Source: an optimization exercise on an open RTL-to-GDS flow (aim: small area, a short achievable clock period and few clock cycles per item). Production flows keep margins and buffers that such runs may drop.
The RTL was checked by simulation tests, not by an equivalence proof against the original design.

File: design/flow/standard.sh
#!/bin/bash
# synth_recipe.tcl (not shown) runs the flow's synth.tcl, then flattens the netlist and writes it again
# the make line also repeats each setting of config.mk as NAME=value (left out here)
make -C /OpenROAD-flow-scripts/flow DESIGN_CONFIG=/design/flow/config.mk WORK_HOME=/design/flow/orfs CLKGATE_MAP_FILE= SYNTH_SCRIPT=/design/flow/synth_recipe.tcl "${@:-finish}"
File: design/flow/config.mk
export PLATFORM = sky130hd
export DESIGN_NAME = env_bank
export DESIGN_NICKNAME = env_bank
export VERILOG_FILES = /design/flow/design.v
export SDC_FILE = /design/flow/constraint.sdc
export NUM_CORES = 4
export LEC_CHECK = 0
export CAP_MARGIN = 50
export CORE_MARGIN = 2
export CORE_UTILIZATION = 55
export CTS_CLUSTER_DIAMETER = 100
export CTS_CLUSTER_SIZE = 24
export SLEW_MARGIN = 60
File: design/flow/constraint.sdc
create_clock -name core_clock -period 20.0 [get_ports {clk}]
set_input_delay 4.0000 -clock core_clock [delete_from_list [all_inputs] [get_ports {clk}]]
set_output_delay 4.0000 -clock core_clock [all_outputs]
set_load 0.01 [all_outputs]
File: design/flow/design.v
module fsub_a_dd (
    input  wire [22:0] fx,
    input  wire [22:0] fw,
    input  wire [4:0]  dd,
    input  wire        zw,
    output wire [26:0] dif
);
    wire [26:0] ms  = zw ? 27'd0 : {1'b1, fw, 3'b000};
    wire [53:0] ext = {ms, 27'd0} >> dd;
    wire [26:0] mal = {ext[53:28], ext[27] | (|ext[26:0])};
    assign dif = {1'b1, fx, 3'b000} - mal;
endmodule
module fsub_al (
    input  wire [22:0] fw,
    input  wire [4:0]  dd,
    input  wire        zw,
    output wire [26:0] mal
);
    wire [26:0] ms  = zw ? 27'd0 : {1'b1, fw, 3'b000};
    wire [53:0] ext = {ms, 27'd0} >> dd;
    assign mal = {ext[53:28], ext[27] | (|ext[26:0])};
endmodule
module fsub_sb (
    input  wire [22:0] fx,
    input  wire [26:0] mal,
    output wire [26:0] dif
);
    assign dif = {1'b1, fx, 3'b000} - mal;
endmodule
module fsub_dd (
    input  wire [7:0] ex,
    input  wire [7:0] ew,
    output wire [4:0] dd,
    output wire       zw
);
    wire [7:0] d = ex - ew;
    assign zw = (ew == 8'd0);
    assign dd = (zw | (d > 8'd27)) ? 5'd27 : d[4:0];
endmodule
module fsub_b1 (
    input  wire [26:0] dif,
    input  wire [7:0]  ex,
    output wire [26:0] nn,
    output wire [9:0]  e,       
    output wire        z
);
    reg  [4:0]  lz;
    integer     i;
    always @* begin
        lz = 5'd27;
        for (i = 0; i <= 26; i = i + 1)
            if (dif[i]) lz = 5'd26 - i[4:0];
    end
    assign nn = dif << lz;
    assign e  = {2'b00, ex} - {5'd0, lz};
    assign z  = (dif == 27'd0);
endmodule
module fsub_b2 (
    input  wire [26:0] nn,
    input  wire [9:0]  e,
    input  wire        z,
    output wire [30:0] y
);
    wire        up  = nn[2] & (nn[1] | nn[0] | nn[3]);
    wire        ovf = up & (&nn[25:3]);
    wire [22:0] fr  = nn[25:3] + {22'd0, up};
    wire [9:0]  ef  = e + {9'd0, ovf};
    assign y = (z | ef[9] | (ef == 10'd0)) ? 31'd0 : {ef[7:0], fr};
endmodule
module fsub_b (
    input  wire [26:0] dif,
    input  wire [7:0]  ex,
    output wire [30:0] y
);
    wire [26:0] nn;
    wire [9:0]  e;
    wire        z;
    fsub_b1 u1 (.dif(dif), .ex(ex), .nn(nn), .e(e), .z(z));
    fsub_b2 u2 (.nn(nn), .e(e), .z(z), .y(y));
endmodule
module fadd_pos_swap (
    input  wire [30:0] a,
    input  wire [30:0] b,
    output wire [7:0]  eb,      
    output wire [22:0] fb,      
    output wire [22:0] fs,      
    output wire [4:0]  dd       
);
    wire        ab  = (a[30:23] >= b[30:23]);
    wire [7:0]  d1  = a[30:23] - b[30:23];
    wire [7:0]  d2  = b[30:23] - a[30:23];
    wire [7:0]  d   = ab ? d1 : d2;
    assign dd = (d > 8'd27) ? 5'd27 : d[4:0];
    assign eb = ab ? a[30:23] : b[30:23];
    assign fb = ab ? a[22:0] : b[22:0];
    assign fs = ab ? b[22:0] : a[22:0];
endmodule
module fadd_pos_add (
    input  wire [22:0] fb,
    input  wire [22:0] fs,
    input  wire [4:0]  dd,
    output wire [27:0] s
);
    wire [53:0] ext = {1'b1, fs, 3'b000, 27'd0} >> dd;
    wire [26:0] mal = {ext[53:28], ext[27] | (|ext[26:0])};
    assign s = {2'b01, fb, 3'b000} + {1'b0, mal};
endmodule
module fadd_pos_round (
    input  wire [7:0]  eb,
    input  wire [27:0] s,
    output wire [30:0] y
);
    wire [26:0] nn  = s[27] ? {s[27:2], s[1] | s[0]} : s[26:0];
    wire        up  = nn[2] & (nn[1] | nn[0] | nn[3]);
    wire        ovf = up & (&nn[25:3]);
    wire [22:0] fr  = nn[25:3] + {22'd0, up};
    wire [7:0]  e   = eb + {7'd0, s[27]} + {7'd0, ovf};
    assign y = {e, fr};
endmodule
module booth_tree (
    input  wire [23:0] a,
    input  wire [23:0] b,
    output wire [47:0] ps,
    output wire [47:0] pc       
);
    wire [26:0] bx = {2'b00, b, 1'b0};    
    wire [47:0] op [0:14];
    reg  [47:0] negs;
    integer j;
    genvar i;
    generate
        for (i = 0; i < 13; i = i + 1) begin : pp
            wire b0 = bx[2*i], b1 = bx[2*i+1], b2 = bx[2*i+2];
            wire one = b0 ^ b1;
            wire two = (b2 & ~b1 & ~b0) | (~b2 & b1 & b0);
            wire neg = b2 & ~(b1 & b0);
            wire [25:0] mag = one ? {2'b00, a} : (two ? {1'b0, a, 1'b0} : 26'd0);
            wire [25:0] pv  = neg ? ~mag : mag;    
            wire [47:0] row = {22'd0, ~neg, pv[24:0]} << (2 * i);
            assign op[i] = row;
        end
    endgenerate
    always @* begin
        negs = 48'd0;
        for (j = 0; j < 13; j = j + 1)
            negs[2*j] = bx[2*j+2] & ~(bx[2*j+1] & bx[2*j]);
    end
    function [47:0] kconst(input dummy);
        integer m;
        reg [47:0] acc;
        begin
            acc = 48'd0;
            for (m = 0; m < 13; m = m + 1)
                acc = acc - (48'd1 << (25 + 2 * m));
            kconst = acc;
        end
    endfunction
    assign op[13] = negs;
    assign op[14] = kconst(1'b0);
    function [95:0] csa(input [47:0] x, input [47:0] y, input [47:0] z);
        reg [47:0] s, c;
        begin
            s = x ^ y ^ z;
            c = {((x[46:0] & y[46:0]) | (x[46:0] & z[46:0]) | (y[46:0] & z[46:0])), 1'b0};
            csa = {c, s};
        end
    endfunction
    wire [95:0] l1a = csa(op[0], op[1], op[2]);
    wire [95:0] l1b = csa(op[3], op[4], op[5]);
    wire [95:0] l1c = csa(op[6], op[7], op[8]);
    wire [95:0] l1d = csa(op[9], op[10], op[11]);
    wire [95:0] l1e = csa(op[12], op[13], op[14]);
    wire [95:0] l2a = csa(l1a[47:0], l1a[95:48], l1b[47:0]);
    wire [95:0] l2b = csa(l1b[95:48], l1c[47:0], l1c[95:48]);
    wire [95:0] l2c = csa(l1d[47:0], l1d[95:48], l1e[47:0]);
    wire [95:0] l3a = csa(l2a[47:0], l2a[95:48], l2b[47:0]);
    wire [95:0] l3b = csa(l2b[95:48], l2c[47:0], l2c[95:48]);
    wire [95:0] l4a = csa(l3a[47:0], l3a[95:48], l3b[47:0]);
    wire [95:0] l5a = csa(l4a[47:0], l4a[95:48], l3b[95:48]);
    wire [95:0] l6a = csa(l5a[47:0], l5a[95:48], l1e[95:48]);
    assign ps = l6a[47:0];
    assign pc = l6a[95:48];
endmodule
module mul_add (
    input  wire [47:0] ps,
    input  wire [47:0] pc,
    output wire [25:0] ph,      
    output wire        pst      
);
    wire [47:0] p = ps + pc;
    assign ph  = p[47:22];
    assign pst = |p[21:0];
endmodule
module mul_round (
    input  wire [25:0] ph,
    input  wire        pst,
    input  wire [9:0]  e,
    input  wire        z,
    output wire [30:0] w,
    output wire [4:0]  dd,      
    output wire        zw       
);
    wire        nhi = ph[25];
    wire [23:0] nm  = nhi ? ph[25:2] : ph[24:1];
    wire        ng  = nhi ? ph[1] : ph[0];
    wire        ns  = nhi ? (ph[0] | pst) : pst;
    wire        nup = ng & (ns | nm[0]);
    wire        ovf = nup & (&nm[22:0]);
    wire [22:0] fr  = nm[22:0] + {22'd0, nup};
    wire [9:0]  ne  = e + {9'd0, nhi} + {9'd0, ovf};
    assign zw = z | ne[9] | (ne == 10'd0);
    assign w  = zw ? 31'd0 : {ne[7:0], fr};
    wire [9:0]  dl = 10'd127 - ne;
    assign dd = (zw | (dl > 10'd27)) ? 5'd27 : dl[4:0];
endmodule
module srt_iter (
    input  wire [27:0] ws,
    input  wire [27:0] wc,
    input  wire [3:0]  y,       
    input  wire [23:0] d,
    output wire [27:0] ws_o,
    output wire [27:0] wc_o,
    output wire [3:0]  y_o,
    output wire        qp,
    output wire        qn
);
    wire [27:0] s2 = {ws[26:0], 1'b0};
    wire [27:0] c2 = {wc[26:0], 1'b0};
    wire        q1 = ~y[3];
    wire        qm = y[3] & ~(y == 4'b1111);
    wire [27:0] dd = {3'b000, d, 1'b0};
    wire [27:0] t  = q1 ? ~dd : (qm ? dd : 28'd0);
    wire [27:0] mj = (s2 & c2) | (s2 & t) | (c2 & t);
    assign ws_o = s2 ^ c2 ^ t;
    assign wc_o = {mj[26:0], q1};
    assign qp = q1;
    assign qn = qm;
    wire [27:0] tp = ~dd;
    wire [27:0] tm = dd;
    wire [3:0]  yp = (s2[26:23] ^ c2[26:23] ^ tp[26:23])
                   + ((s2[25:22] & c2[25:22]) | (s2[25:22] & tp[25:22]) | (c2[25:22] & tp[25:22]));
    wire [3:0]  ym = (s2[26:23] ^ c2[26:23] ^ tm[26:23])
                   + ((s2[25:22] & c2[25:22]) | (s2[25:22] & tm[25:22]) | (c2[25:22] & tm[25:22]));
    wire [3:0]  yz = (s2[26:23] ^ c2[26:23]) + (s2[25:22] & c2[25:22]);
    assign y_o = q1 ? yp : (qm ? ym : yz);
endmodule
module srt_div_pipe #(
    parameter SW  = 16,    
    parameter IPS = 4,     
    parameter VW  = 4      
) (
    input  wire          clk,
    input  wire          rst,
    input  wire [23:0]   x,
    input  wire [22:0]   d,       
    input  wire [SW-1:0] si,
    input  wire [7:0]    en,      
    input  wire [7:0]    ed,      
    input  wire          sdx,     
    input  wire          ss,
    output wire [9:0]    xe,      
    output wire          nz,      
    output wire [27:0]   ws,
    output wire [27:0]   wc,
    output wire [25:0]   qp,
    output wire [25:0]   qn,
    output wire [22:0]   dq,
    output wire [SW-1:0] so
);
    localparam NIT = 26;
    localparam NS  = (NIT + IPS - 1) / IPS;
    reg  [27:0]   r_ws [0:NS-1];
    reg  [27:0]   r_wc [0:NS-1];
    reg  [3:0]    r_y  [0:NS-1];
    reg  [25:0]   r_qp [0:NS-1];
    reg  [25:0]   r_qn [0:NS-1];
    reg  [22:0]   r_d  [0:NS-1];
    reg  [SW-1:0] r_s  [0:NS-1];
    reg  [9:0]    r_xe [0:NS-1];
    reg           r_nz [0:NS-1];
    wire [27:0] i_ws [0:NIT];
    wire [27:0] i_wc [0:NIT];
    wire [3:0]  i_y  [0:NIT];
    wire [25:0] i_qp [0:NIT];
    wire [25:0] i_qn [0:NIT];
    genvar i, k;
    generate
        for (i = 0; i < NIT; i = i + 1) begin : it
            wire [27:0] a_ws, a_wc;
            wire [3:0]  a_y;
            wire [25:0] a_qp, a_qn;
            wire [22:0] a_d;
            if (i == 0) begin : first
                assign a_ws = {4'd0, x};
                assign a_wc = 28'd0;
                assign a_y  = {3'b000, x[23]};
                assign a_qp = 26'd0;
                assign a_qn = 26'd0;
                assign a_d  = d;
            end else if (i % IPS == 0) begin : fromreg
                assign a_ws = r_ws[i/IPS-1];
                assign a_wc = r_wc[i/IPS-1];
                assign a_y  = r_y[i/IPS-1];
                assign a_qp = r_qp[i/IPS-1];
                assign a_qn = r_qn[i/IPS-1];
                assign a_d  = r_d[i/IPS-1];
            end else begin : chain
                assign a_ws = i_ws[i];
                assign a_wc = i_wc[i];
                assign a_y  = i_y[i];
                assign a_qp = i_qp[i];
                assign a_qn = i_qn[i];
                if (i < IPS) begin : s0
                    assign a_d = d;
                end else begin : sn
                    assign a_d = r_d[i/IPS-1];
                end
            end
            wire qpb, qnb;
            srt_iter u (.ws(a_ws), .wc(a_wc), .y(a_y), .d({1'b1, a_d}),
                        .ws_o(i_ws[i+1]), .wc_o(i_wc[i+1]), .y_o(i_y[i+1]),
                        .qp(qpb), .qn(qnb));
            assign i_qp[i+1] = {a_qp[24:0], qpb};
            assign i_qn[i+1] = {a_qn[24:0], qnb};
        end
        for (k = 0; k < NS; k = k + 1) begin : st
            localparam LAST = ((k + 1) * IPS > NIT) ? NIT : (k + 1) * IPS;
            always @(posedge clk) begin
                r_ws[k] <= i_ws[LAST];
                r_wc[k] <= i_wc[LAST];
                r_y[k]  <= i_y[LAST];
                r_qp[k] <= i_qp[LAST];
                r_qn[k] <= i_qn[LAST];
                if (k == 0) begin
                    r_d[k]  <= d;
                    r_s[k]  <= si;
                    r_xe[k] <= sdx ? {1'b0, ss, ed} : {2'b00, en} - {2'b00, ed} + 10'd126;
                    r_nz[k] <= (en == 8'd0);
                end else begin
                    r_d[k]  <= r_d[k-1];
                    r_s[k]  <= r_s[k-1];
                    r_xe[k] <= r_xe[k-1];
                    r_nz[k] <= r_nz[k-1];
                end
                if (rst)
                    r_s[k][VW-1:0] <= {VW{1'b0}};
            end
        end
    endgenerate
    assign ws = r_ws[NS-1];
    assign wc = r_wc[NS-1];
    assign qp = r_qp[NS-1];
    assign qn = r_qn[NS-1];
    assign dq = r_d[NS-1];
    assign so = r_s[NS-1];
    assign xe = r_xe[NS-1];
    assign nz = r_nz[NS-1];
endmodule
module srt_fin_a (
    input  wire [27:0] ws,
    input  wire [27:0] wc,
    input  wire [25:0] qp,
    input  wire [25:0] qn,
    input  wire [22:0] d,
    output wire [25:0] q0,      
    output wire [25:0] q1,      
    output wire        neg,     
    output wire        st       
);
    wire [27:0] fr   = ws + wc;
    assign neg = fr[27];
    wire        rz   = ((ws ^ wc) == {(ws[26:0] | wc[26:0]), 1'b0});
    wire [27:0] dd   = {3'b000, 1'b1, d, 1'b0};
    wire [27:0] xs   = ws ^ wc ^ dd;
    wire [27:0] xc   = {((ws[26:0] & wc[26:0]) | (ws[26:0] & dd[26:0]) | (wc[26:0] & dd[26:0])), 1'b0};
    wire        rzd  = ((xs ^ xc) == {(xs[26:0] | xc[26:0]), 1'b0});
    assign st = neg ? ~rzd : ~rz;
    assign q0 = qp - qn;
    assign q1 = qp + ~qn;
endmodule
module srt_fin_b (
    input  wire [25:0] q0,
    input  wire [25:0] q1,
    input  wire        neg,
    input  wire        st,
    input  wire [9:0]  xe,
    input  wire        nz,
    output wire [30:0] y
);
    wire [25:0] q    = neg ? q1 : q0;
    wire        fhi  = q[25];
    wire [23:0] fm   = fhi ? q[25:2] : q[24:1];
    wire        fg   = fhi ? q[1] : q[0];
    wire        fs   = st | (fhi & q[0]);
    wire        fup  = fg & (fs | fm[0]);
    wire        ovf  = fup & (&fm[22:0]);
    wire [22:0] fr   = fm[22:0] + {22'd0, fup};
    wire [9:0]  fe   = xe + {9'd0, fhi} + {9'd0, ovf};
    assign y = (nz | fe[9] | (fe == 10'd0)) ? 31'd0 : {fe[7:0], fr};
endmodule
module u32_norm (
    input  wire [31:0] g,
    output wire [23:0] nh,
    output wire        up,
    output wire [4:0]  p,
    output wire        z
);
    reg [4:0] lz;
    integer i;
    always @* begin
        lz = 5'd0;
        for (i = 0; i < 32; i = i + 1)
            if (g[i]) lz = 5'd31 - i[4:0];
    end
    wire [31:0] n = g << lz;
    assign nh = n[31:8];
    assign up = n[7] & (n[8] | (|n[6:0]));
    assign p  = 5'd31 - lz;
    assign z  = (g == 32'd0);
endmodule
module ts_prod (
    input  wire [23:0] nh,
    input  wire        up,
    output wire [30:0] pr
);
    wire [31:0] o1 = {1'b0, nh, 7'd0};
    wire [31:0] o2 = ~{6'd0, nh, 2'd0};
    wire [31:0] o3 = {8'd0, nh};
    wire [31:0] o4 = up ? 32'd125 : 32'd0;
    wire [31:0] s1 = o1 ^ o2 ^ o3;
    wire [31:0] c1 = {((o1[30:0] & o2[30:0]) | (o1[30:0] & o3[30:0]) | (o2[30:0] & o3[30:0])), 1'b1};
    wire [31:0] s2 = s1 ^ c1 ^ o4;
    wire [31:0] c2 = {((s1[30:0] & c1[30:0]) | (s1[30:0] & o4[30:0]) | (c1[30:0] & o4[30:0])), 1'b0};
    wire [31:0] sum = s2 + c2;
    assign pr = sum[30:0];
endmodule
module ts_round (
    input  wire [30:0] pr,
    input  wire [4:0]  p,
    input  wire        z,
    output wire [30:0] t,
    output wire        ovf      
);
    wire        hi  = pr[30];
    wire [23:0] mt  = hi ? pr[30:7] : pr[29:6];
    wire        g2  = hi ? pr[6] : pr[5];
    wire        s2b = hi ? (|pr[5:0]) : (|pr[4:0]);
    wire        up2 = g2 & (s2b | mt[0]);
    assign ovf = up2 & (&mt[22:0]);
    wire [22:0] fr  = mt[22:0] + {22'd0, up2};
    wire [7:0]  e   = 8'd121 + {3'd0, p} + {7'd0, hi} + {7'd0, ovf};
    assign t = z ? 31'd0 : {e, fr};
endmodule
module env_bank (
    input  wire        clk,
    input  wire        rst,
    input  wire        cmd_valid,
    output wire        cmd_ready,
    input  wire [2:0]  cmd_op,
    input  wire [1:0]  cmd_env,
    input  wire [31:0] cmd_data,
    output reg         res_valid,
    output reg  [31:0] res_level,
    output reg         res_done
);
    localparam [2:0] OP_ATTACK = 3'd0, OP_DECAY = 3'd1, OP_SUSTAIN = 3'd2,
                     OP_TRIGGER = 3'd3, OP_STOP = 3'd4, OP_AGE = 3'd5,
                     OP_LEVEL = 3'd6, OP_STEP = 3'd7;
    localparam [31:0] F_ZERO     = 32'h00000000;
    localparam [31:0] F_ONE      = 32'h3F800000;   
    localparam [31:0] F_TIME_MIN = 32'h3DCCCCCD;   
    localparam [31:0] F_THRESH   = 32'h3A83126F;   
    localparam [31:0] F_A_RESET  = 32'h3F800000;   
    function automatic [31:0] daz(input [31:0] x);
        daz = (x[30:23] == 8'd0) ? {x[31], 31'd0} : x;
    endfunction
    function automatic flt_lt(input [31:0] p, input [31:0] q);
        reg [31:0] pp, qq;
        begin
            pp = daz(p);
            qq = daz(q);
            if (pp[30:0] == 31'd0 && qq[30:0] == 31'd0)
                flt_lt = 1'b0;
            else if (pp[31] != qq[31])
                flt_lt = pp[31];
            else if (pp[31])
                flt_lt = pp[30:0] > qq[30:0];
            else
                flt_lt = pp[30:0] < qq[30:0];
        end
    endfunction
    reg rs;
    always @(posedge clk) rs <= rst;
    reg        c_v, c_ph, rdy;
    reg [2:0]  c_op;
    reg [1:0]  c_env;
    reg [31:0] c_data;
    assign cmd_ready = rdy;
    wire acc    = cmd_valid & rdy;
    wire c_hold = c_v & (c_op == OP_SUSTAIN) & ~c_ph;
    always @(posedge clk) begin
        if (rst) begin
            c_v  <= 1'b0;
            c_ph <= 1'b0;
            rdy  <= 1'b1;
        end else if (c_hold) begin
            c_ph <= 1'b1;
            rdy  <= 1'b1;
        end else begin
            c_v  <= acc;
            c_ph <= 1'b0;
            rdy  <= ~(acc & (cmd_op == OP_SUSTAIN));
        end
        if (!c_hold) begin
            c_op  <= cmd_op;
            c_env <= cmd_env;
        end
        c_data <= cmd_data;
    end
    reg [30:0] env_a   [0:3];
    reg [30:0] env_d   [0:3];
    reg [31:0] env_s   [0:3];
    reg [31:0] env_age [0:3];
    reg [3:0]  env_act;
    reg [31:0] cache   [0:3];
    wire [30:0] a_e   = env_a[c_env];
    wire [30:0] d_e   = env_d[c_env];
    wire [31:0] age_e = env_age[c_env];
    wire        act_e = env_act[c_env];
    wire c_att  = (c_op == OP_ATTACK);
    wire c_dec  = (c_op == OP_DECAY);
    wire c_sus  = (c_op == OP_SUSTAIN);
    wire c_trg  = (c_op == OP_TRIGGER);
    wire c_stp  = (c_op == OP_STOP);
    wire c_age  = (c_op == OP_AGE);
    wire c_lvl  = (c_op == OP_LEVEL);
    wire c_step = (c_op == OP_STEP);
    wire [31:0] tcl   = flt_lt(c_data, F_TIME_MIN) ? F_TIME_MIN : c_data;
    wire [31:0] s_lo  = flt_lt(c_data, F_ZERO) ? F_ZERO : c_data;
    wire [31:0] s_cl  = flt_lt(F_ONE, s_lo) ? F_ONE : s_lo;
    wire [31:0] age_inc = (&age_e) ? age_e : age_e + 32'd1;
    reg        i_ev, i_res, i_sd, i_zw;    
    reg        i_step, i_act, i_ss;
    reg [1:0]  i_env;
    reg [31:0] i_g;
    reg [30:0] i_a, i_d;
    integer k;
    always @(posedge clk) begin
        i_ev   <= 1'b0;
        i_res  <= 1'b0;
        i_sd   <= 1'b0;
        i_zw   <= 1'b0;
        i_step <= c_step;
        i_act  <= act_e;
        i_env  <= c_env;
        i_ss   <= s_cl[31];
        i_g    <= c_step ? age_inc : (c_age ? c_data : age_e);
        i_a    <= c_att ? tcl[30:0] : a_e;
        i_d    <= (c_sus & ~c_ph) ? s_cl[30:0] : (c_dec ? tcl[30:0] : d_e);
        if (rs) begin
            env_act <= 4'd0;
            for (k = 0; k < 4; k = k + 1) begin
                env_a[k]   <= F_A_RESET[30:0];
                env_d[k]   <= F_TIME_MIN[30:0];
                env_age[k] <= 32'd0;
            end
        end else if (c_v) begin
            i_ev  <= act_e & (c_att | c_dec | c_age | c_lvl | c_step | (c_sus & c_ph));
            i_res <= c_lvl | c_step;
            i_sd  <= c_sus & ~c_ph;
            i_zw  <= c_trg;
            case (c_op)
                OP_ATTACK:  env_a[c_env] <= tcl[30:0];
                OP_DECAY:   env_d[c_env] <= tcl[30:0];
                OP_TRIGGER: begin
                    env_age[c_env] <= 32'd0;
                    env_act[c_env] <= 1'b1;
                end
                OP_STOP:    env_act[c_env] <= 1'b0;
                OP_AGE:     env_age[c_env] <= c_data;
                OP_STEP:    env_age[c_env] <= age_inc;
                default: ;
            endcase
        end
    end
    wire [23:0] nh1;
    wire        up1, z1;
    wire [4:0]  p1;
    wire [7:0]  eb1;
    wire [22:0] fb1, fs1;
    wire [4:0]  dd1;
    u32_norm      u_norm (.g(i_g), .nh(nh1), .up(up1), .p(p1), .z(z1));
    fadd_pos_swap u_adsw (.a(i_a), .b(i_d), .eb(eb1), .fb(fb1), .fs(fs1), .dd(dd1));
    reg        e1_ev, e1_res, e1_sd, e1_zw;
    reg        e1_step, e1_act, e1_ss, e1_z, e1_up;
    reg [1:0]  e1_env;
    reg [23:0] e1_nh;
    reg [4:0]  e1_p;
    reg [7:0]  e1_eb;
    reg [22:0] e1_fb, e1_fs;
    reg [4:0]  e1_dd;
    reg [30:0] e1_a, e1_d;
    always @(posedge clk) begin
        {e1_ev, e1_res, e1_sd, e1_zw} <= rs ? 4'd0 : {i_ev, i_res, i_sd, i_zw};
        {e1_step, e1_act, e1_ss, e1_env} <= {i_step, i_act, i_ss, i_env};
        e1_nh <= nh1;  e1_up <= up1;  e1_p <= p1;  e1_z <= z1;
        e1_eb <= eb1;  e1_fb <= fb1;  e1_fs <= fs1;  e1_dd <= dd1;
        e1_a <= i_a;  e1_d <= i_d;
    end
    wire [30:0] pr2;
    wire [27:0] sa2;
    ts_prod      u_tsp (.nh(e1_nh), .up(e1_up), .pr(pr2));
    fadd_pos_add u_ada (.fb(e1_fb), .fs(e1_fs), .dd(e1_dd), .s(sa2));
    reg        e2_ev, e2_res, e2_sd, e2_zw;
    reg        e2_step, e2_act, e2_ss, e2_z;
    reg [1:0]  e2_env;
    reg [30:0] e2_pr;
    reg [4:0]  e2_p;
    reg [7:0]  e2_eb;
    reg [27:0] e2_sa;
    reg [30:0] e2_a, e2_d;
    always @(posedge clk) begin
        {e2_ev, e2_res, e2_sd, e2_zw} <= rs ? 4'd0 : {e1_ev, e1_res, e1_sd, e1_zw};
        {e2_step, e2_act, e2_ss, e2_env} <= {e1_step, e1_act, e1_ss, e1_env};
        e2_pr <= pr2;  e2_p <= e1_p;  e2_z <= e1_z;
        e2_eb <= e1_eb;  e2_sa <= sa2;
        e2_a <= e1_a;  e2_d <= e1_d;
    end
    wire [30:0] t3, ad3;
    wire        tov3;
    ts_round       u_tsr (.pr(e2_pr), .p(e2_p), .z(e2_z), .t(t3), .ovf(tov3));
    fadd_pos_round u_adr (.eb(e2_eb), .s(e2_sa), .y(ad3));
    wire [9:0]  db3  = 10'd121 + {5'd0, e2_p} + {9'd0, e2_pr[30]} - {2'b00, e2_a[30:23]};
    wire [9:0]  db31 = db3 + 10'd1;
    wire [4:0]  dd3  = (db3 > 10'd27) ? 5'd27 : db3[4:0];
    wire [4:0]  dd31 = (db31 > 10'd27) ? 5'd27 : db31[4:0];
    wire        zw3  = (e2_a[30:23] == 8'd0);
    reg        e3_ev, e3_res, e3_sd, e3_zw;
    reg        e3_step, e3_act, e3_ss, e3_zwa;
    reg [1:0]  e3_env;
    reg [4:0]  e3_dd, e3_dd1;
    reg        e3_tov;
    reg [30:0] e3_t, e3_ad, e3_a, e3_d;
    always @(posedge clk) begin
        e3_dd <= dd3;  e3_dd1 <= dd31;  e3_tov <= tov3;  e3_zwa <= zw3;
        {e3_ev, e3_res, e3_sd, e3_zw} <= rs ? 4'd0 : {e2_ev, e2_res, e2_sd, e2_zw};
        {e3_step, e3_act, e3_ss, e3_env} <= {e2_step, e2_act, e2_ss, e2_env};
        e3_t <= t3;  e3_ad <= ad3;  e3_a <= e2_a;  e3_d <= e2_d;
    end
    wire        att4 = (e3_t < e3_a) & ~e3_sd;
    wire        sus4 = ~(e3_t < e3_a) & ~(e3_t < e3_ad);
    wire [26:0] mal4;
    fsub_al u_tmal (.fw(e3_a[22:0]), .dd(e3_tov ? e3_dd1 : e3_dd), .zw(e3_zwa), .mal(mal4));
    reg        e4_ev, e4_res, e4_sd, e4_zw;
    reg        e4_step, e4_act, e4_ss, e4_att, e4_sus;
    reg [1:0]  e4_env;
    reg [26:0] e4_mal;
    reg [30:0] e4_t, e4_dv;
    always @(posedge clk) begin
        {e4_ev, e4_res, e4_sd, e4_zw} <= rs ? 4'd0 : {e3_ev, e3_res, e3_sd, e3_zw};
        {e4_step, e4_act, e4_ss, e4_env} <= {e3_step, e3_act, e3_ss, e3_env};
        e4_att <= att4;
        e4_sus <= sus4;
        e4_mal <= mal4;
        e4_t   <= e3_t;
        e4_dv  <= att4 ? e3_a : e3_d;
    end
    wire [26:0] dif5;
    fsub_sb u_tmsb (.fx(e4_t[22:0]), .mal(e4_att ? 27'd0 : e4_mal), .dif(dif5));
    reg        e5_ev, e5_res, e5_sd, e5_zw;
    reg        e5_step, e5_act, e5_ss, e5_att, e5_sus;
    reg [1:0]  e5_env;
    reg [26:0] e5_dif;
    reg [7:0]  e5_ex;
    reg [30:0] e5_dv;
    always @(posedge clk) begin
        {e5_ev, e5_res, e5_sd, e5_zw} <= rs ? 4'd0 : {e4_ev, e4_res, e4_sd, e4_zw};
        {e5_step, e5_act, e5_ss, e5_env, e5_att, e5_sus} <= {e4_step, e4_act, e4_ss, e4_env, e4_att, e4_sus};
        e5_dif <= dif5;
        e5_ex  <= e4_t[30:23];
        e5_dv  <= e4_dv;
    end
    wire [26:0] nn6;
    wire [9:0]  ee6;
    wire        z6;
    fsub_b1 u_tmb1 (.dif(e5_dif), .ex(e5_ex), .nn(nn6), .e(ee6), .z(z6));
    reg        e6_ev, e6_res, e6_sd, e6_zw;
    reg        e6_step, e6_act, e6_ss, e6_att, e6_sus, e6_z;
    reg [1:0]  e6_env;
    reg [26:0] e6_nn;
    reg [9:0]  e6_e;
    reg [30:0] e6_dv;
    always @(posedge clk) begin
        {e6_ev, e6_res, e6_sd, e6_zw} <= rs ? 4'd0 : {e5_ev, e5_res, e5_sd, e5_zw};
        {e6_step, e6_act, e6_ss, e6_env, e6_att, e6_sus} <= {e5_step, e5_act, e5_ss, e5_env, e5_att, e5_sus};
        e6_nn <= nn6;  e6_e <= ee6;  e6_z <= z6;
        e6_dv <= e5_dv;
    end
    wire [30:0] num7;
    fsub_b2 u_tmb2 (.nn(e6_nn), .e(e6_e), .z(e6_z), .y(num7));
    reg        e7_ev, e7_res, e7_sd, e7_zw;
    reg        e7_step, e7_act, e7_ss, e7_att, e7_sus;
    reg [1:0]  e7_env;
    reg [30:0] e7_num, e7_dv;
    always @(posedge clk) begin
        {e7_ev, e7_res, e7_sd, e7_zw} <= rs ? 4'd0 : {e6_ev, e6_res, e6_sd, e6_zw};
        {e7_step, e7_act, e7_ss, e7_env, e7_att, e7_sus} <= {e6_step, e6_act, e6_ss, e6_env, e6_att, e6_sus};
        e7_num <= num7;
        e7_dv  <= e6_dv;
    end
    localparam SW = 10;
    wire [27:0]   dws, dwc;
    wire [25:0]   dqp, dqn;
    wire [22:0]   ddq;
    wire [SW-1:0] dso;
    wire [9:0]    d_xe;
    wire          d_nz;
    srt_div_pipe #(.SW(SW), .IPS(2), .VW(4)) u_div (
        .clk(clk), .rst(rs), .x({1'b1, e7_num[22:0]}), .d(e7_dv[22:0]),
        .si({e7_step, e7_act, e7_env, e7_att, e7_sus, e7_ev, e7_res, e7_sd, e7_zw}),
        .en(e7_num[30:23]), .ed(e7_dv[30:23]), .sdx(e7_sd), .ss(e7_ss), .xe(d_xe), .nz(d_nz),
        .ws(dws), .wc(dwc), .qp(dqp), .qn(dqn), .dq(ddq), .so(dso));
    wire       d_step = dso[9], d_act = dso[8];
    wire [1:0] d_env  = dso[7:6];
    wire       d_att  = dso[5], d_sus = dso[4];
    wire       d_ev   = dso[3], d_res = dso[2], d_sd = dso[1], d_zw = dso[0];
    wire [25:0] fq0, fq1;
    wire        fneg, fst;
    srt_fin_a u_fa (.ws(dws), .wc(dwc), .qp(dqp), .qn(dqn), .d(ddq),
                    .q0(fq0), .q1(fq1), .neg(fneg), .st(fst));
    wire [31:0] s_f = env_s[d_env];
    wire [4:0]  sdd;
    wire        szw0;
    fsub_dd u_omsd (.ex(F_ONE[30:23]), .ew(s_f[30:23]), .dd(sdd), .zw(szw0));
    wire        szw = szw0 | s_f[31];
    always @(posedge clk) begin
        if (rs) begin
            for (k = 0; k < 4; k = k + 1)
                env_s[k] <= F_ZERO;
        end else if (d_sd)
            env_s[d_env] <= {d_xe[8:0], ddq};
    end
    reg        f_ev, f_res, f_zw;
    reg        f_step, f_act, f_att, f_dec, f_nz, f_st, f_neg;
    reg [1:0]  f_env;
    reg [25:0] f_q0, f_q1;
    reg [9:0]  f_xe;
    reg [31:0] f_s;
    reg [4:0]  f_sdd;
    reg        f_szw;
    always @(posedge clk) begin
        {f_ev, f_res, f_zw} <= rs ? 3'd0 : {d_ev, d_res, d_zw};
        {f_step, f_act, f_env, f_att} <= {d_step, d_act, d_env, d_att};
        f_dec  <= ~d_att & ~d_sus;
        f_q0 <= fq0;  f_q1 <= fq1;  f_neg <= fneg;  f_st <= fst;  f_xe <= d_xe;  f_nz <= d_nz;
        f_s    <= s_f;
        f_sdd  <= sdd;
        f_szw  <= szw;
    end
    wire [30:0] q2;
    srt_fin_b u_fb (.q0(f_q0), .q1(f_q1), .neg(f_neg), .st(f_st), .xe(f_xe), .nz(f_nz), .y(q2));
    wire [26:0] vdif;
    fsub_a_dd u_omsa (.fx(F_ONE[22:0]), .fw(f_s[22:0]), .dd(f_sdd), .zw(f_szw), .dif(vdif));
    reg        h_ev, h_res, h_zw;
    reg        h_step, h_act, h_att, h_dec;
    reg [1:0]  h_env;
    reg [30:0] h_q;
    reg [26:0] h_vdif;
    reg [31:0] h_s;
    always @(posedge clk) begin
        {h_ev, h_res, h_zw} <= rs ? 3'd0 : {f_ev, f_res, f_zw};
        {h_step, h_act, h_env, h_att, h_dec} <= {f_step, f_act, f_env, f_att, f_dec};
        h_q    <= q2;
        h_vdif <= vdif;
        h_s    <= f_s;
    end
    wire [30:0] v2;
    fsub_b u_omsb (.dif(h_vdif), .ex(F_ONE[30:23]), .y(v2));
    reg        g_ev, g_res, g_zw;
    reg        g_step, g_act, g_att, g_dec;
    reg [1:0]  g_env;
    reg [30:0] g_q, g_v;
    reg [31:0] g_alt;
    always @(posedge clk) begin
        {g_ev, g_res, g_zw} <= rs ? 3'd0 : {h_ev, h_res, h_zw};
        {g_step, g_act, g_env, g_att, g_dec} <= {h_step, h_act, h_env, h_att, h_dec};
        g_q   <= h_q;
        g_v   <= v2;
        g_alt <= h_att ? {1'b0, h_q} : h_s;
    end
    wire [47:0] mps, mpc;
    booth_tree u_mul (.a({1'b1, g_v[22:0]}), .b({1'b1, g_q[22:0]}), .ps(mps), .pc(mpc));
    reg        m_ev, m_res, m_zw;
    reg        m_step, m_act, m_att, m_dec, m_z;
    reg [1:0]  m_env;
    reg [47:0] m_ps, m_pc;
    reg [9:0]  m_e;
    reg [31:0] m_alt;
    always @(posedge clk) begin
        {m_ev, m_res, m_zw} <= rs ? 3'd0 : {g_ev, g_res, g_zw};
        {m_step, m_act, m_env, m_att, m_dec} <= {g_step, g_act, g_env, g_att, g_dec};
        m_ps <= mps;  m_pc <= mpc;
        m_e  <= {2'b00, g_v[30:23]} + {2'b00, g_q[30:23]} - 10'd127;
        m_z  <= (g_v[30:23] == 8'd0) | (g_q[30:23] == 8'd0);
        m_alt <= g_alt;
    end
    wire [25:0] ph2;
    wire        pst2;
    mul_add u_madd (.ps(m_ps), .pc(m_pc), .ph(ph2), .pst(pst2));
    reg        o_ev, o_res, o_zw;
    reg        o_step, o_act, o_att, o_dec, o_z;
    reg [1:0]  o_env;
    reg [25:0] o_ph;
    reg        o_pst;
    reg [9:0]  o_e;
    reg [31:0] o_alt;
    always @(posedge clk) begin
        {o_ev, o_res, o_zw} <= rs ? 3'd0 : {m_ev, m_res, m_zw};
        {o_step, o_act, o_env, o_att, o_dec} <= {m_step, m_act, m_env, m_att, m_dec};
        o_ph <= ph2;  o_pst <= pst2;  o_e <= m_e;  o_z <= m_z;
        o_alt <= m_alt;
    end
    wire [30:0] w2;
    wire [4:0]  wdd2;
    wire        wz2;
    mul_round u_mrnd (.ph(o_ph), .pst(o_pst), .e(o_e), .z(o_z), .w(w2), .dd(wdd2), .zw(wz2));
    reg        n_ev, n_res, n_zw;
    reg        n_step, n_act, n_att, n_dec;
    reg [1:0]  n_env;
    reg [30:0] n_w;
    reg [4:0]  n_dd;
    reg        n_wz;
    reg [31:0] n_alt;
    always @(posedge clk) begin
        {n_ev, n_res, n_zw} <= rs ? 3'd0 : {o_ev, o_res, o_zw};
        {n_step, n_act, n_env, n_att, n_dec} <= {o_step, o_act, o_env, o_att, o_dec};
        n_w   <= w2;
        n_dd  <= wdd2;
        n_wz  <= wz2;
        n_alt <= o_alt;
    end
    wire [26:0] ldif;
    fsub_a_dd u_omwa (.fx(F_ONE[22:0]), .fw(n_w[22:0]), .dd(n_dd), .zw(n_wz), .dif(ldif));
    reg        p_ev, p_res, p_zw;
    reg        p_step, p_act, p_att, p_dec;
    reg [1:0]  p_env;
    reg [26:0] p_dif;
    reg [31:0] p_alt;
    always @(posedge clk) begin
        {p_ev, p_res, p_zw} <= rs ? 3'd0 : {n_ev, n_res, n_zw};
        {p_step, p_act, p_env, p_att, p_dec} <= {n_step, n_act, n_env, n_att, n_dec};
        p_dif <= ldif;
        p_alt <= n_alt;
    end
    wire [30:0] lv;
    fsub_b u_omwb (.dif(p_dif), .ex(F_ONE[30:23]), .y(lv));
    reg        l_ev, l_res, l_zw;
    reg        l_step, l_act, l_att;
    reg [1:0]  l_env;
    reg [31:0] l_lvl;
    always @(posedge clk) begin
        {l_ev, l_res, l_zw} <= rs ? 3'd0 : {p_ev, p_res, p_zw};
        {l_step, l_act, l_env, l_att} <= {p_step, p_act, p_env, p_att};
        l_lvl <= p_dec ? {1'b0, lv} : p_alt;
    end
    wire o_done = ~l_att & ~(~l_lvl[31] & (l_lvl[30:0] > F_THRESH[30:0]));
    always @(posedge clk) begin
        res_valid <= (rst | rs) ? 1'b0 : l_res;
        res_level <= ~l_act ? F_ZERO : (l_step ? cache[l_env] : l_lvl);
        res_done  <= ~l_act | o_done;
        if (l_ev)
            cache[l_env] <= l_lvl;
        else if (l_zw)
            cache[l_env] <= F_ZERO;
    end
endmodule
File: design/flow/flow/run.sh
#!/bin/bash
set -euo pipefail
export BUFFER_PORTS_ARGS="-buffer_cell sky130_fd_sc_hd__buf_4"
bash standard.sh > standard.log 2>&1
==> out/results.txt, run 1 <==
crit path cell chain - buf_4
Layout area overhead - 6.42%
CP max stage delay - 0.38 ns
Post-synth EDFFs - 637
minimum clock period - 5.45 ns
vias after detailed routing - 114000
vias per cell - 5.53
# hold bufs at CTS - 0
vias in the first global route - 113000
clock skew - 0.0684 ns
most frequent cells in the layout - dfxtp_1 (3236), inv_1 (1395), nand2_1 (1177)
pin count of the biggest net entering global routing - 67
CTS tree - built
Root Buffer Master - clkbuf_16
cts repair resizes - 0
crit path launch type - flip-flop
gpl congestion - 0.938
clock sinks - 3906
Reg clk slew, reported paths - 0.10 ns
top cells by area, synth - dfxtp_1 (37%), fa_1 (11%), edfxtp_1 (11%)
placed instance count - 20300
Async SR Flop Fraction - 0%
Synth area leader - dfxtp_1
Initial Utilization - 55.2%
syn nets - 18400
total gr overflow - 0
die span in x - 574 um
critical path type - reg2out
Worst Path Required - 16.00 ns
ys flop type - dfxtp_1
H-Tree Depth - 4
post-synth top area share - 36.6%
# IOs - 75
arrival time worst endpoint - 1.45 ns
Max-Cap Viols - 0
Die Height - 574 um
All-Layer GR Usage - 26.7%
final setup fails - 0
clk buf depth - 4
Fillers - 27600
# port buffers - 74
Final Max Slew Viols - 0
latest clock arrival within the worst-skew pair - 0.96 ns
synth warn - 23
RSZ-0062 raised after global routing - no
drt drc - 0
post-DP HPWL - 328 mm
Mean Syn Cell Area - 10.9 um^2
Max Clock Freq - 184 MHz
ratio of cells with drive above 1 in the final layout - 7.15%
# Post-CTS Setup Buffers - 0
Starting DRT DRC Count - 8903
Register Area - 0.0846 mm^2
crit path max fanout - 1
cells after synthesis - 16400
DRT Wirelength - 442 mm
post-synthesis sequential area ratio - 47.3%
synthesized area - 0.179 mm^2
die area - 0.330 mm^2
row count - 209
area occupied by multi-input gates - 0.0867 mm^2
pre-CTS WS - 14.58 ns
Post-Layout Cell Count - 20600
Layout Nets - 18100
DRT Pass-1 Iters - 8
DRT antenna net count - 0
Final Core Density - 58.8%
fin worst setup slack - 14.55 ns
WP buf/inv - 1
Period Utilization, post-route - 27.2%
commonest non-fill, non-tap cell in the layout - dfxtp_1
Cell variety after synth - 101
Core ar. - 0.324 mm^2
Hold WC Path Type - reg2reg
status - timing/DRC/antenna clean
initial antenna violation count - 18
max_slew headroom - 55.1%
Slew @ Worst Pin - 0.673 ns
final setup TNS - 0 ns
first-pass GRT wire length - 687 mm
routed wire length per instance - 21.5 um
Final Hold Fails - 0
CP max-delay cell - dfxtp_1
Crit. End Element - output port
Yosys reg bits - 3906
clock buffer count from CTS - 193
Top delay family on crit path - flip-flops
[cell type report]
type	instances	area share, %
Antenna cell	8	0.0105
Tap cell	4325	2.85
Sequential cell	3906	44.5
Multi-Input combinational cell	10300	45.6
Clock inverter	32	0.257
Timing Repair Buffer	307	1.31
Clock buffer	245	2.69
Inverter	1423	2.82
[kinds of logic (layout without fill, tap and decap cells)]
group | count (synthesis) | count (layout) | share of synthesized area [%]
AO/OA/AOI/OAI | 2773 | 2773 | 9.44
other | 0 | 8 | 0
AND/OR/NAND/NOR | 3953 | 3953 | 10.5
adder cells (fa/ha/maj) | 1932 | 1932 | 17.7
flip-flops | 3906 | 3906 | 47.3
buffers and inverters | 2183 | 2007 | 4.63
multiplexers | 782 | 782 | 5.93
XOR/XNOR | 902 | 902 | 4.42
[routing by layer]
metal	vias to the layer above	part of all wire, %	wire length (um)	track usage (%)
met3	591	5.1	22500	2.66
met5	-	0.0088	39	0
met2	3006	47	208000	44.3
li1	54700	-	-	-
met1	55500	45	199000	37.5
met4	6	2.8	12500	7.05
[Yosys cell counts (66+ instances only)]
| master | number |
|---|---|
| nor2b_1 | 258 |
| ha_1 | 934 |
| a31oi_1 | 66 |
| nand3_1 | 436 |
| o22ai_1 | 92 |
| dfxtp_1 | 3269 |
| nand2_1 | 1184 |
| nor2_1 | 982 |
| and2_1 | 305 |
| edfxtp_1 | 637 |
| mux2_2 | 172 |
| a22oi_1 | 236 |
| fa_1 | 998 |
| buf_1 | 71 |
| nand2b_1 | 163 |
| a21oi_1 | 696 |
| o21ai_0 | 943 |
| inv_1 | 1411 |
| o21bai_1 | 69 |
| xnor2_1 | 644 |
| nand4_1 | 77 |
| mux4_2 | 202 |
| a211oi_1 | 140 |
| nor4_1 | 68 |
| and3_1 | 88 |
| xor2_1 | 258 |
| mux2i_1 | 406 |
| nor3_1 | 182 |
| clkbuf_1 | 655 |
| a21o_1 | 139 |
[final timing paths]
path                     start      endpoint  slack [ns]  cells past startpoint
setup / recovery  res_level[3]  res_level[3]       14.55                      1
hold / removal         e2_d[6]       e3_d[6]        0.32                      0
setup reg to reg        g_q[1]      m_ps[17]       14.66                     14
hold reg to reg        e2_d[6]       e3_d[6]        0.32                      0
[flip-flops by register name (all words and copies together) (netlist names), 43 cells and up, named ones only]
register    cells
env_a         124
m_pc           43
u_div.r_y      48
u_div.r_qp    156
u_div.r_ws    340
u_div.r_xe    130
m_ps           48
env_age       128
cache         128
env_d         124
env_s         128
u_div.r_wc    313
u_div.r_d     299
u_div.r_s     130
u_div.r_qn    169
[worst reg2reg max path, stage by stage, from the launching register on]
cell and delay [ns]:
dfxtp_4 0.57, ha_2 0.26, nand2b_1 0.41, clkinv_2 0.55
xnor2_1 0.32, fa_1 0.52, inv_1 0.05, fa_1 0.54
inv_1 0.06, fa_1 0.54, inv_1 0.06, fa_1 0.51
fa_1 0.54, inv_1 0.04, ha_1 0.28
[per-stage QoR]
stage	hold slack [ns]	instance area, um^2
2_1_floorplan	0.310	179000
3_3_place_gp	0.310	184000
3_5_place_dp	0.312	184000
4_1_cts	0.318	190000
5_1_grt	0.320	190000
6_report	0.316	190000
Testbench counts, summed over its fixed seeds: cycles 20,098, items 19,200.
==> inputs of run 2 (changes only) <==
==> design/flow/run.sh (new file) <==
#!/bin/bash
# synth_recipe.tcl (not shown) runs the flow's synth.tcl, then flattens the netlist and writes it again
# the make line also repeats each setting of config.mk as NAME=value (left out here)
make -C /OpenROAD-flow-scripts/flow DESIGN_CONFIG=/design/flow/config.mk WORK_HOME=/design/flow/orfs CLKGATE_MAP_FILE= SYNTH_SCRIPT=/design/flow/synth_recipe.tcl finish
removed: design/flow/flow/run.sh
removed: design/flow/standard.sh
==> out/results.txt, run 2 <==
status - timing/DRC/antenna clean
ratio of cells with drive above 1 in the final layout - 6.69%
vias per cell - 5.54
final setup TNS - 0 ns
pin count of the biggest net entering global routing - 75
CP max-delay cell - clkdlybuf4s50_1
die span in x - 574 um
Worst Path Required - 16.00 ns
commonest non-fill, non-tap cell in the layout - dfxtp_1
Register Area - 0.0846 mm^2
uppermost layer routed - met5
flip-flop count of the largest register after layout - 340
# Post-CTS Setup Buffers - 0
Max-Cap Viols - 0
initial antenna violation count - 32
Core ar. - 0.324 mm^2
DRT Pass-1 Iters - 7
total gr overflow - 0
first-pass GRT wire length - 687 mm
# IOs - 75
area occupied by multi-input gates - 0.0866 mm^2
routed wl met2 - 208 mm
post-DP HPWL - 330 mm
WL met1 - 199 mm
Async SR Flop Fraction - 0%
synth warn - 23
Period Utilization, post-route - 29.4%
pre-CTS WS - 14.67 ns
fin worst setup slack - 14.12 ns
routed wire length per instance - 21.6 um
top cells by area, synth - dfxtp_1 (37%), fa_1 (11%), edfxtp_1 (11%)
WP buf/inv - 1
largest register by flop count - u_div.r_ws
vias in the first global route - 113000
cts repair resizes - 0
crit path cell chain - clkdlybuf4s50_1
Design Area, Final - 0.191 mm^2
clock sinks - 3906
most frequent cells in the layout - dfxtp_1 (3239), inv_1 (1396), nand2_1 (1177)
cells after synthesis - 16400
Die Height - 574 um
commonest cells in the netlist - dfxtp_1 (3269), inv_1 (1411), nand2_1 (1184)
Cell variety after synth - 101
clock buffer count from CTS - 193
post-synthesis sequential area ratio - 47.3%
vias after detailed routing - 114000
syn nets - 18400
latest clock arrival within the worst-skew pair - 0.94 ns
Max Clock Freq - 170 MHz
post-synth top area share - 36.6%
Mean Syn Cell Area - 10.9 um^2
CTS tree - built
# hold bufs at CTS - 0
minimum clock period - 5.88 ns
clock skew - 0.0467 ns
post-placement cell area - 0.185 mm^2
arrival time worst endpoint - 1.88 ns
Layout Nets - 18200
crit path launch type - flip-flop
Final Hold Fails - 0
most frequent cell after synthesis - dfxtp_1
DRT Wirelength - 444 mm
biggest regs - u_div.r_ws: 340 flops, u_div.r_wc: 313 flops, u_div.r_d: 299 flops
Slew @ Worst Pin - 0.647 ns
CP max stage delay - 0.57 ns
die area - 0.330 mm^2
clk buf depth - 4
crit path max fanout - 1
Hold WC Path Type - reg2reg
Final Max Slew Viols - 0
RSZ-0062 raised after global routing - no
Post-synth EDFFs - 637
max_slew headroom - 56.4%
Crit. End Element - output port
H-Tree Depth - 4
Yosys reg bits - 3906
Initial Utilization - 55.2%
synthesized area - 0.179 mm^2
met3 wire length - 24.0 mm
final setup fails - 0
All-Layer GR Usage - 26.7%
ys flop type - dfxtp_1
Reg clk slew, reported paths - 0.09 ns
Layout area overhead - 6.60%
worst reg2reg setup slack - 14.74 ns
DRT antenna net count - 0
Root Buffer Master - clkbuf_16
gpl congestion - 0.923
Fillers - 27600
Top delay family on crit path - buffers and inverters
drt drc - 0
# port buffers - 74
Starting DRT DRC Count - 9549
Synth area leader - dfxtp_1
critical path type - reg2out
row count - 209
## run 2: area by class of cell
type,count,area share [%]
sequential,3906,44.4
inverter,1423,2.81
timing repair buffer,317,1.50
clock inverter,27,0.216
clock buffer,251,2.73
multi-input combinational,10300,45.5
antenna,6,0.00788
tap,4325,2.84
## run 2: kinds of logic (layout without fill, tap and decap cells)
group	count (synthesis)	in the layout	synth area share, %
adder cells (fa/ha/maj)	1932	1932	17.7
AND/OR/NAND/NOR	3953	3953	10.5
multiplexers	782	782	5.93
AO/OA/AOI/OAI	2773	2773	9.44
other	0	6	0
XOR/XNOR	902	902	4.42
flip-flops	3906	3906	47.3
buffers and inverters	2183	2018	4.63
## run 2: stage by stage
| step | cells | hold WS (ns) | util (%) |
|---|---|---|---|
| global placement | 20300 | 0.309 | 56.8 |
| global route | 20600 | 0.314 | 58.8 |
| floorplan | 16400 | 0.310 | - |
| CTS | 20600 | 0.312 | 58.7 |
| detailed placement | 20300 | 0.312 | 57.0 |
| finish | 20600 | 0.307 | 58.9 |
## run 2: final timing paths
path / start / end / cells after the start
min: u_div.r_qp[9][10] / u_div.r_qp[10][12] / 0
max reg2reg: g_q[1] / m_ps[15] / 16
max: res_level[23] / res_level[23] / 1
min reg2reg: u_div.r_qp[9][10] / u_div.r_qp[10][12] / 0
## run 2: routing by layer
layer | GRT usage, % | vias up
met5 | 0 | -
met4 | 6.74 | 6
met3 | 2.98 | 652
met2 | 44.2 | 3028
met1 | 37.4 | 55700
li1 | - | 54800

[what the ideal ports hide]
No port has a modelled driver above. Below, the same layouts with a new extraction and two added sets of constraints.
Step 1 assumes that a clkbuf_16 drives the clock port and a buf_2 every other input.
Step 2 adds t to the input delays and takes it off the output delays; t is the mean of the earliest and latest rising clock arrival at the registers after step 1. Input paths then give back, and output paths get back, about the clock's delay inside the block.
a / b / c = no drivers / after step 1 / after step 2; a / b = the first two.
| run | t (ns) | setup slack, ns | hold WS [ns] | worst setup path at the end | latest minus earliest clock arrival (ns) |
|---|---|---|---|---|---|
| run 1 | 1.029 | 14.554 / 14.454 / 14.658 | 0.316 / 0.316 / 0.316 | register to register | 0.090 / 0.090 |
| run 2 | 1.018 | 14.122 / 14.021 / 14.737 | 0.307 / 0.307 / 0.307 | register to register | 0.055 / 0.055 |
After both steps every run listed still meets setup and hold.
